Background: an optimization exercise with open tools, aiming at small area. Do not read the settings as production practice.
The RTL was checked by simulation tests, not by an equivalence proof against the original design.
The clock input has no modelled driver; a real chip could not lean on it and would need a root buffer or a full tree.
Power figures rest on the tool's default switching activity, not on a simulated workload.

job 101:
==> module minicomp_core, before the edit <==
module minicomp_core (
    input  wire       clk,
    input  wire       rst,           
    output wire [7:0] mem_addr,
    input  wire [7:0] mem_rdata,
    output wire       mem_we,
    output wire [7:0] mem_wdata,
    output wire [7:0] io_port,       
    output wire       io_rd,         
    input  wire [7:0] io_rdata,
    input  wire       io_present,    
    output wire       io_wr,         
    output wire [7:0] io_wdata
);
    reg [7:0] x0, x1, x2, x3;        
    reg [7:0] pc, ioa, t;            
    reg [7:0] ir;                    
    reg [3:0] fl;                    
    reg [4:0] cnt;                   
    reg       clr;                   
    reg       k;                     
    wire [2:0] ph  = cnt[2:0];
    wire [1:0] stp = cnt[4:3];
    wire ph0 = (ph == 3'd0);
    wire ph7 = (ph == 3'd7);
    wire sF  = (stp == 2'd0);
    wire s1  = (stp == 2'd1);
    wire s2  = (stp == 2'd2);
    wire s3  = (stp == 2'd3);
    wire [1:0] ra = ir[3:2];
    wire [1:0] rb = ir[1:0];
    wire alu  = ir[7];
    wire [2:0] op = ir[6:4];
    wire c_ld   = !alu && op == 3'd0;
    wire c_st   = !alu && op == 3'd1;
    wire c_dat  = !alu && op == 3'd2;
    wire c_jmpr = !alu && op == 3'd3;
    wire c_jmp  = !alu && op == 3'd4;
    wire c_jxx  = !alu && op == 3'd5;
    wire c_clf  = !alu && op == 3'd6;
    wire c_io   = !alu && op == 3'd7;
    wire c_ind  = c_io && ra == 2'd0;
    wire c_ina  = c_io && ra == 2'd1;
    wire c_outd = c_io && ra == 2'd2;
    wire c_outa = c_io && ra == 2'd3;
    wire taken  = (fl & ir[3:0]) != 4'd0;
    wire swap  = (c_ld && (s1 || s2)) || (c_st && (s2 || s3));
    wire sel_a = swap || (alu && s1);
    wire [1:0] rs = sel_a ? ra : rb;
    reg xs;
    always @(*) begin
        case (rs)
            2'd0: xs = x0[0];
            2'd1: xs = x1[0];
            2'd2: xs = x2[0];
            default: xs = x3[0];
        endcase
    end
    wire a  = t[0];
    wire b  = xs;
    wire d  = a ^ b;
    wire g  = a & b;
    wire f3 = fl[3];
    wire c_lo = op[1] ? (op[0] ? ~a : (ph7 ? f3 : t[1]))    
                      : (op[0] ? f3 : d ^ f3);                
    wire c_hi = (g & ~op[1]) | (d & (op[0] | op[1]));        
    wire c    = op[2] ? c_hi : c_lo;
    wire cy   = op[2] ? 1'b0 :
                op[1] ? (!op[0] && (ph7 ? t[1] : f3)) :
                        (op[0] ? a : (d ? f3 : a));
    wire upd  = s2 && alu;
    wire clrf = clr || (s1 && c_clf);
    wire init = s1 && alu;
    wire alu_wr = upd && op != 3'd7;
    wire t_wb   = s3 && (c_ld || c_dat || c_ind);
    wire ina_wr = s1 && c_ina;
    wire xwe    = swap || alu_wr || t_wb || ina_wr;
    wire wbit   = !clr && ((swap && pc[0]) || (ina_wr && ioa[0]) ||
                           (alu_wr && c) || (t_wb && t[0]));
    wire we0 = clr || (xwe && rs == 2'd0);
    wire we1 = clr || (xwe && rs == 2'd1);
    wire we2 = clr || (xwe && rs == 2'd2);
    wire we3 = clr || (xwe && rs == 2'd3);
    wire cin  = ph0 | k;
    wire inc  = sF || (s2 && (c_dat || c_jmp || c_jxx));
    wire pc_x = swap || (s1 && c_jmpr);
    wire pc_t = s3 && (c_jmp || (c_jxx && taken));
    wire pc_in = !clr && ((pc_x && xs) || (pc_t && t[0]) ||
                          (!pc_x && !pc_t && (pc[0] ^ (inc && cin))));
    wire io_in = !clr && ((s1 && c_outa) ? xs : ioa[0]);
    wire t_cp = s1 && (alu || c_st || c_outd);
    wire ldm  = s2 && ph0 && (c_ld || c_dat || c_jmp || c_jxx);
    wire ldi  = s2 && ph0 && c_ind;
    wire [7:0] t_or = ({8{ldm}} & mem_rdata) | ({8{ldi}} & io_rdata);
    assign mem_addr  = pc;
    assign mem_wdata = t;
    assign io_wdata  = t;
    assign io_port   = ioa;
    assign mem_we    = s3 && ph0 && c_st && !clr;
    assign io_rd     = ldi;
    assign io_wr     = s2 && ph0 && c_outd;
    always @(posedge clk) begin
        x0 <= {we0 ? wbit : x0[0], x0[7:1]};
        x1 <= {we1 ? wbit : x1[0], x1[7:1]};
        x2 <= {we2 ? wbit : x2[0], x2[7:1]};
        x3 <= {we3 ? wbit : x3[0], x3[7:1]};
        pc  <= {pc_in, pc[7:1]};
        ioa <= {io_in, ioa[7:1]};
        k   <= pc[0] & cin;
        t   <= {s2 ? t[0] : (t_cp & xs), t[7:1]} | {t_or[0], t_or[7:1]};
        if (sF && ph0)
            ir <= mem_rdata;
        else if (ldi && !io_present)
            ir[2] <= 1'b1;               
        fl[3] <= !clrf && (upd ? cy : fl[3]);
        fl[2] <= !clrf && !init && ((upd && d) ? a : fl[2]);
        fl[1] <= !clrf && (init || (fl[1] && !(upd && d)));
        fl[0] <= !clrf && (init ? op != 3'd7 : (fl[0] && !(upd && c)));
        if (rst) begin
            cnt <= 5'b11000;
            clr <= 1'b1;
        end else begin
            cnt <= cnt + 5'd1;
            if (ph7) clr <= 1'b0;
        end
    end
endmodule
export LEC_CHECK = 0
export ABC_AREA = 1
export CAP_MARGIN = 20
export CORE_MARGIN = 2
export CORE_UTILIZATION = 40
export PLACE_DENSITY = 0.6
export SLEW_MARGIN = 20
create_clock -name core_clock -period 8.0 [get_ports {clk}]
standard.sh (not shown) runs the stock make flow with config.mk's settings and CLKGATE_MAP_FILE= SYNTH_SCRIPT=/design/flow/synth_recipe.tcl, a recipe that flattens the netlist after the stock synthesis.
==> flow/flow/run.sh <==
#!/bin/bash
# Own layout flow: the standard flow (standard.sh), with
#  1. the standard synthesis, unchanged, followed by an area-oriented re-mapping of
#     the combinational logic only (flow/resyn.ys with the abc scripts
#     flow/resyn_*.abc, smallest result kept; flip-flops untouched);
#  2. port buffers of the smallest buffer cell;
#  3. after clock tree synthesis, its tree is replaced by 4 clock buffers
#     (sky130_fd_sc_hd__clkbuf_8), each feeding the registers of one quarter of the core
#     (flow/post_cts.tcl.in, run as ORFS's POST_CTS_TCL hook).
# Each tool's full output goes to its own log in this folder; ORFS steps also keep
# their logs under orfs/logs/.
set -euo pipefail
W=$(pwd)
R=$W/orfs/results/${FLOW_PLATFORM}/minicomp_core/base
LIB=$FLOW_HOME/platforms/${FLOW_PLATFORM}/lib/sky130_fd_sc_hd__tt_025C_1v80.lib
YOSYS=$FLOW_HOME/../tools/install/yosys/bin/yosys
[[ -x $YOSYS ]] || YOSYS=yosys
export BUFFER_PORTS_ARGS="-buffer_cell sky130_fd_sc_hd__buf_1"
export CTS_ARGS="-sink_clustering_enable -repair_clock_nets -dont_use_dummy_load -buf_list sky130_fd_sc_hd__clkbuf_8 -root_buf sky130_fd_sc_hd__clkbuf_8 -sink_clustering_size 40 -sink_clustering_max_diameter 100"

sed -e "s/@N@/4/g" -e "s/@BUF@/sky130_fd_sc_hd__clkbuf_8/g" flow/post_cts.tcl.in > $W/post_cts.tcl
export POST_CTS_TCL=$W/post_cts.tcl

bash standard.sh synth > synth.log 2>&1
cp $R/1_2_yosys.v $W/std_1_2_yosys.v
# Two rounds; in each, several abc scripts run side by side on the round's input,
# and the smallest netlist so far is kept (round 1 starts from the standard
# synthesis, round 2 from round 1's pick).
best_v=$W/std_1_2_yosys.v; best_area=""
for round in 1 2; do
  in_v=$best_v
  for S in a b c d e; do
    sed -e "s#@LIB@#$LIB#g" -e "s#@IN@#$in_v#g" -e "s#@OUT@#$W/resyn${round}_$S.v#g" \
        -e "s#@TOP@#$FLOW_TOP#g" -e "s#@ABC@#$W/flow/resyn_$S.abc#g" flow/resyn.ys > resyn${round}_$S.ys
    $YOSYS -s resyn${round}_$S.ys > resyn${round}_$S.log 2>&1 &
  done
  wait
  for S in a b c d e; do
    area=$(grep -s "Chip area for module" resyn${round}_$S.log | tail -1 | awk '{print $NF}')
    [[ -n "$area" && -f resyn${round}_$S.v ]] || continue
    echo "resyn${round}_$S: $area" >> resyn_pick.log
    if [[ -z "$best_area" ]] || awk -v a="$area" -v b="$best_area" 'BEGIN{exit !(a < b)}'; then
      best_v=$W/resyn${round}_$S.v; best_area=$area
    fi
  done
done
echo "picked $best_v ($best_area)" >> resyn_pick.log
cp $best_v $R/1_2_yosys.v
bash standard.sh do-1_synth > synth_odb.log 2>&1
bash standard.sh > standard.log 2>&1
Other scripts of this flow, unchanged in this note and not shown: flow/flow/post_cts.tcl.in, flow/flow/resyn.ys, flow/flow/resyn_a.abc, flow/flow/resyn_b.abc, flow/flow/resyn_c.abc, flow/flow/resyn_d.abc, flow/flow/resyn_e.abc
### job 101 -> job 102
==> flow/design.v <==
module minicomp_core (
    input  wire       clk,
    input  wire       rst,           
    output wire [7:0] mem_addr,
    input  wire [7:0] mem_rdata,
    output wire       mem_we,
    output wire [7:0] mem_wdata,
    output wire [7:0] io_port,       
    output wire       io_rd,         
    input  wire [7:0] io_rdata,
    input  wire       io_present,    
    output wire       io_wr,         
    output wire [7:0] io_wdata
);
    reg [7:0] x0, x1, x2, x3;        
    reg [7:0] pc, ioa, t;            
    reg [7:0] ir;                    
    reg [3:0] fl;                    
    reg [4:0] cnt;                   
    reg       q;                     
    wire [2:0] ph  = cnt[2:0];
    wire [1:0] stp = cnt[4:3];
    wire ph0 = (ph == 3'd0);
    wire ph7 = (ph == 3'd7);
    wire sF  = (stp == 2'd0);
    wire s1  = (stp == 2'd1);
    wire s2  = (stp == 2'd2);
    wire s3  = (stp == 2'd3);
    wire clr = s3 && q;
    wire [1:0] ra = ir[3:2];
    wire [1:0] rb = ir[1:0];
    wire alu  = ir[7];
    wire [2:0] op = ir[6:4];
    wire c_ld   = !alu && op == 3'd0;
    wire c_st   = !alu && op == 3'd1;
    wire c_dat  = !alu && op == 3'd2;
    wire c_jmpr = !alu && op == 3'd3;
    wire c_jmp  = !alu && op == 3'd4;
    wire c_jxx  = !alu && op == 3'd5;
    wire c_clf  = !alu && op == 3'd6;
    wire c_io   = !alu && op == 3'd7;
    wire c_ind  = c_io && ra == 2'd0;
    wire c_ina  = c_io && ra == 2'd1;
    wire c_outd = c_io && ra == 2'd2;
    wire c_outa = c_io && ra == 2'd3;
    wire taken  = (fl & ir[3:0]) != 4'd0;
    wire swap  = (c_ld && (s1 || s2)) || (c_st && (s2 || s3));
    wire sel_a = swap || (alu && s1);
    wire [1:0] rs = sel_a ? ra : rb;
    reg xs;
    always @(*) begin
        case (rs)
            2'd0: xs = x0[0];
            2'd1: xs = x1[0];
            2'd2: xs = x2[0];
            default: xs = x3[0];
        endcase
    end
    wire a  = t[0];
    wire b  = xs;
    wire d  = a ^ b;
    wire g  = a & b;
    wire f3 = fl[3];
    wire c_lo = op[1] ? (op[0] ? ~a : (ph7 ? f3 : t[1]))    
                      : (op[0] ? f3 : d ^ f3);                
    wire c_hi = (g & ~op[1]) | (d & (op[0] | op[1]));        
    wire c    = op[2] ? c_hi : c_lo;
    wire cy   = op[2] ? 1'b0 :
                op[1] ? (!op[0] && (ph7 ? t[1] : f3)) :
                        (op[0] ? a : (d ? f3 : a));
    wire upd  = s2 && alu;
    wire clrf = clr || (s1 && c_clf);
    wire init = s1 && alu;
    wire alu_wr = upd && op != 3'd7;
    wire t_wb   = s3 && (c_ld || c_dat || c_ind);
    wire ina_wr = s1 && c_ina;
    wire xwe    = swap || alu_wr || t_wb || ina_wr;
    wire wbit   = !clr && ((swap && pc[0]) || (ina_wr && ioa[0]) ||
                           (alu_wr && c) || (t_wb && t[0]));
    wire we0 = clr || (xwe && rs == 2'd0);
    wire we1 = clr || (xwe && rs == 2'd1);
    wire we2 = clr || (xwe && rs == 2'd2);
    wire we3 = clr || (xwe && rs == 2'd3);
    wire cin  = ph0 | q;
    wire inc  = sF || (s2 && (c_dat || c_jmp || c_jxx));
    wire pc_x = swap || (s1 && c_jmpr);
    wire pc_t = s3 && (c_jmp || (c_jxx && taken));
    wire pc_in = !clr && ((pc_x && xs) || (pc_t && t[0]) ||
                          (!pc_x && !pc_t && (pc[0] ^ (inc && cin))));
    wire io_in = !clr && ((s1 && c_outa) ? xs : ioa[0]);
    wire t_cp = s1 && (alu || c_st || c_outd);
    wire ldm  = s2 && ph0 && (c_ld || c_dat || c_jmp || c_jxx);
    wire ldi  = s2 && ph0 && c_ind;
    wire [7:0] t_or = ({8{ldm}} & mem_rdata) | ({8{ldi}} & io_rdata);
    assign mem_addr  = pc;
    assign mem_wdata = t;
    assign io_wdata  = t;
    assign io_port   = ioa;
    assign mem_we    = s3 && ph0 && c_st && !clr;
    assign io_rd     = ldi;
    assign io_wr     = s2 && ph0 && c_outd;
    always @(posedge clk) begin
        x0 <= {we0 ? wbit : x0[0], x0[7:1]};
        x1 <= {we1 ? wbit : x1[0], x1[7:1]};
        x2 <= {we2 ? wbit : x2[0], x2[7:1]};
        x3 <= {we3 ? wbit : x3[0], x3[7:1]};
        pc  <= {pc_in, pc[7:1]};
        ioa <= {io_in, ioa[7:1]};
        t   <= {s2 ? t[0] : (t_cp & xs), t[7:1]} | {t_or[0], t_or[7:1]};
        if (sF && ph0)
            ir <= mem_rdata;
        else if (ldi && !io_present)
            ir[2] <= 1'b1;               
        fl[3] <= !clrf && (upd ? cy : fl[3]);
        fl[2] <= !clrf && !init && ((upd && d) ? a : fl[2]);
        fl[1] <= !clrf && (init || (fl[1] && !(upd && d)));
        fl[0] <= !clrf && (init ? op != 3'd7 : (fl[0] && !(upd && c)));
        if (rst) begin
            cnt <= 5'b11000;
            q   <= 1'b1;
        end else begin
            cnt <= cnt + 5'd1;
            q   <= !ph7 && (clr || (inc && pc[0] && cin));
        end
    end
endmodule
==> summary.txt <==
- Max sum of met3 wire segment lengths after detailed routing across job 102 and job 101: job 102
- Wire length on met1: job 102 vs job 101 up 3.3%
- Beginning of the critical path: cnt[3]$_SDFF_PP1_ -> job 101, ir[7]$_DFFE_PP_ -> job 102
- The standard cells in job 102 occupy less silicon area than those in job 101 do.
- Job 102: worst setup slack is 0.085 ns higher than what job 101 reported.
- Job 102 gives less internal power consumption than job 101 did.
- Min half-perimeter wire length after detailed placement across job 102 and job 101: job 101
No run of this note takes its clock network from TritonCTS; it comes from the design's own scripts or RTL.

-- static timing again, ports no longer ideal --
Ports are ideal in the flow. The routed layouts listed here were re-timed in OpenROAD. Step 1 assumes that a clkbuf_16 drives the clock port and a buf_2 every other input. Step 2 also shifts input and output timing later by t, the mid clock arrival at the registers, as if the neighbouring blocks saw the same clock. a / b / c = ideal / step 1 / step 2; a / b = the first two.
run	t (ns)	slack for setup (ns)	worst hold slack (ns)	cell pins on the clock port's net
job 101	0.213	3.686 / 3.686 / 3.686	0.334 / 0.334 / 0.334	4
job 102	0.213	3.771 / 3.771 / 3.771	0.334 / 0.334 / 0.334	4
After both steps every run listed still meets setup and hold.
